Source: an optimization exercise on an open RTL-to-GDS flow (aim: small area and a short achievable clock period). Production flows keep margins and buffers that such runs may drop.
Function was checked by simulation only, so behaviour that the tests miss may differ from the original.

==> flow/design.v (excerpt) <==
module p2core (
    input  logic        clk,
    input  logic        rst,
    output logic [31:0] imem_pc,
    input  logic [63:0] imem_word,
    input  logic        imem_ok,
    output logic        dmem_re,
    output logic        dmem_we,
    output logic [11:0] dmem_addr,
    output logic [31:0] dmem_wdata,
    input  logic [31:0] dmem_rdata,
    output logic        ret_valid,
    output logic [31:0] ret_pc,
    output logic        ret_has_dest,
    output logic [3:0]  ret_rd,
    output logic [31:0] ret_value,
    output logic        halted,
    output logic        fault,
    output logic [2:0]  fault_code,
    output logic [31:0] fault_pc,
    output logic [63:0] fault_info,
    output logic [31:0] cycles,
    output logic [31:0] retired
);
Settings: LEC_CHECK=0, CAP_MARGIN=30, CORE_MARGIN=2, CORE_UTILIZATION=30, PLACE_DENSITY=0.4, SLEW_MARGIN=30; clock period 90.0 ns.
standard.sh (not shown) runs the stock make flow with config.mk's settings and CLKGATE_MAP_FILE= SYNTH_SCRIPT=/design/flow/synth_recipe.tcl, a recipe that flattens the netlist after the stock synthesis.
==> flow/flow/run.sh <==
#!/bin/bash
# Layout flow: the standard ORFS flow (standard.sh), with two settings
# changed:
#  - ports are buffered with sky130_fd_sc_hd__buf_2 (instead of the default
#    delay buffer);
#  - clock tree synthesis builds its tree from clkbuf_4, clusters up to 7
#    registers within 40 um per leaf buffer and inserts no dummy loads.
# Everything else (synthesis, floorplan, power grid, placement, routing) is
# the standard flow. ORFS writes each step's full log under orfs/logs/; the
# make output goes to flow_make.log here.
set -o pipefail
bash standard.sh finish \
  "BUFFER_PORTS_ARGS=-buffer_cell sky130_fd_sc_hd__buf_2" \
  "CTS_ARGS=-sink_clustering_enable -repair_clock_nets -dont_use_dummy_load -buf_list sky130_fd_sc_hd__clkbuf_4 -sink_clustering_size 7 -sink_clustering_max_diameter 40" \
  > flow_make.log 2>&1
status=$?
tail -40 flow_make.log
exit $status
The first run completed without violations.
Edit:
--- a/flow/flow/run.sh
+++ b/flow/flow/run.sh
@@ -6,2 +6,2 @@
-#  - clock tree synthesis builds its tree from clkbuf_4, clusters up to 7
-#    registers within 40 um per leaf buffer and inserts no dummy loads.
+#  - clock tree synthesis builds its tree from clkbuf_4 and inserts no dummy
+#    loads.
@@ -14 +14 @@
-  "CTS_ARGS=-sink_clustering_enable -repair_clock_nets -dont_use_dummy_load -buf_list sky130_fd_sc_hd__clkbuf_4 -sink_clustering_size 7 -sink_clustering_max_diameter 40" \
+  "CTS_ARGS=-sink_clustering_enable -repair_clock_nets -dont_use_dummy_load -buf_list sky130_fd_sc_hd__clkbuf_4" \
CAP_MARGIN = 20   (was 30)
SLEW_MARGIN = 20   (was 30)
Effect: Worst hold slack gains 0.18 ns; maximum frequency hardly moves; first-iteration DRC count climbs by 1.1%; via count climbs by 0.83%.

---

Setup of red:
p2core again, from the RTL that the note above started with.
export LEC_CHECK = 0
export CAP_MARGIN = 20
export CORE_MARGIN = 2
export CORE_UTILIZATION = 30
export PLACE_DENSITY = 0.4
export SLEW_MARGIN = 20
create_clock -name core_clock -period 90.0 [get_ports {clk}]
run.sh (not shown) runs the stock make flow with config.mk's settings and CLKGATE_MAP_FILE= SYNTH_SCRIPT=/design/flow/synth_recipe.tcl, a recipe that flattens the netlist after the stock synthesis.
Stock flow here: none of the scripts above is used.
The final report for red shows a completed flow and a layout that fails verification, specifically capacitance limit.
> inputs changed (red -> blue)
==> flow/flow/run.sh (new file) <==
#!/bin/bash
# Layout flow: the standard ORFS flow (standard.sh), with one setting
# changed: ports are buffered with sky130_fd_sc_hd__buf_2 (instead of the
# default delay buffer). Everything else (synthesis, floorplan, power grid,
# placement, clock tree, routing) is the standard flow. ORFS writes each
# step's full log under orfs/logs/; the make output goes to flow_make.log here.
set -o pipefail
bash standard.sh finish \
  "BUFFER_PORTS_ARGS=-buffer_cell sky130_fd_sc_hd__buf_2" \
  > flow_make.log 2>&1
status=$?
tail -40 flow_make.log
exit $status
==> flow/standard.sh (new file) <==
#!/bin/bash
# synth_recipe.tcl (not shown) runs the flow's synth.tcl, then flattens the netlist and writes it again
# the make line also repeats each setting of config.mk as NAME=value (left out here)
make -C /OpenROAD-flow-scripts/flow DESIGN_CONFIG=/design/flow/config.mk WORK_HOME=/design/flow/orfs CLKGATE_MAP_FILE= SYNTH_SCRIPT=/design/flow/synth_recipe.tcl "${@:-finish}"
removed: flow/run.sh
## What came out
What the final checks of blue revealed, after a flow that finished every stage, was a layout that fails on capacitance limit, slew limit. Diff blue and red: routed length on met1 lower in red. Diff red -> blue | largest net degree at the start of global routing | up by a few percent. Compare blue and red | non-clock buffer count lower: red. Compared with red, blue has extra setup slack. Global routing usage on met1 essentially unchanged between blue and red. blue vs red, delay of the slowest cell on the worst path went down by 0.42 ns. | number of diodes | lower: blue |.

[what the ideal ports hide]
The results above use ideal ports. As a check the final layouts listed here were re-extracted and re-timed, cells and wires unchanged.
Step 1, drivers: a clkbuf_16 drives clk and a buf_2 each remaining input, both assumed.
Step 2 moves the port delays by t, midway between the first and last clock arrival at a register: inputs arrive t later, outputs are due t later. That takes back most of the time a late clock gives input paths.
Slacks: no drivers / after step 1 / after step 2; pairs: no drivers / after step 1.
run	t, ns	setup slack, ns	worst hold slack (ns)	worst setup path at the end	latest minus earliest clock arrival (ns)
the first run of note 1	2.045	53.624 / 53.600 / 53.600	0.127 / 0.127 / 0.127	input to output	0.341 / 0.341
the second run of note 1	2.045	53.611 / 53.588 / 53.588	0.306 / 0.306 / 0.306	input to output	0.317 / 0.316
red	1.228	52.803 / 52.776 / 52.776	0.299 / 0.299 / 0.299	input to output	0.128 / 0.128
blue	1.277	53.614 / 53.590 / 53.590	0.308 / 0.308 / 0.308	input to output	0.141 / 0.142
For red, which loses most, drivers alone change the setup slack by -0.027 ns; drivers and shift together by -0.027 ns.
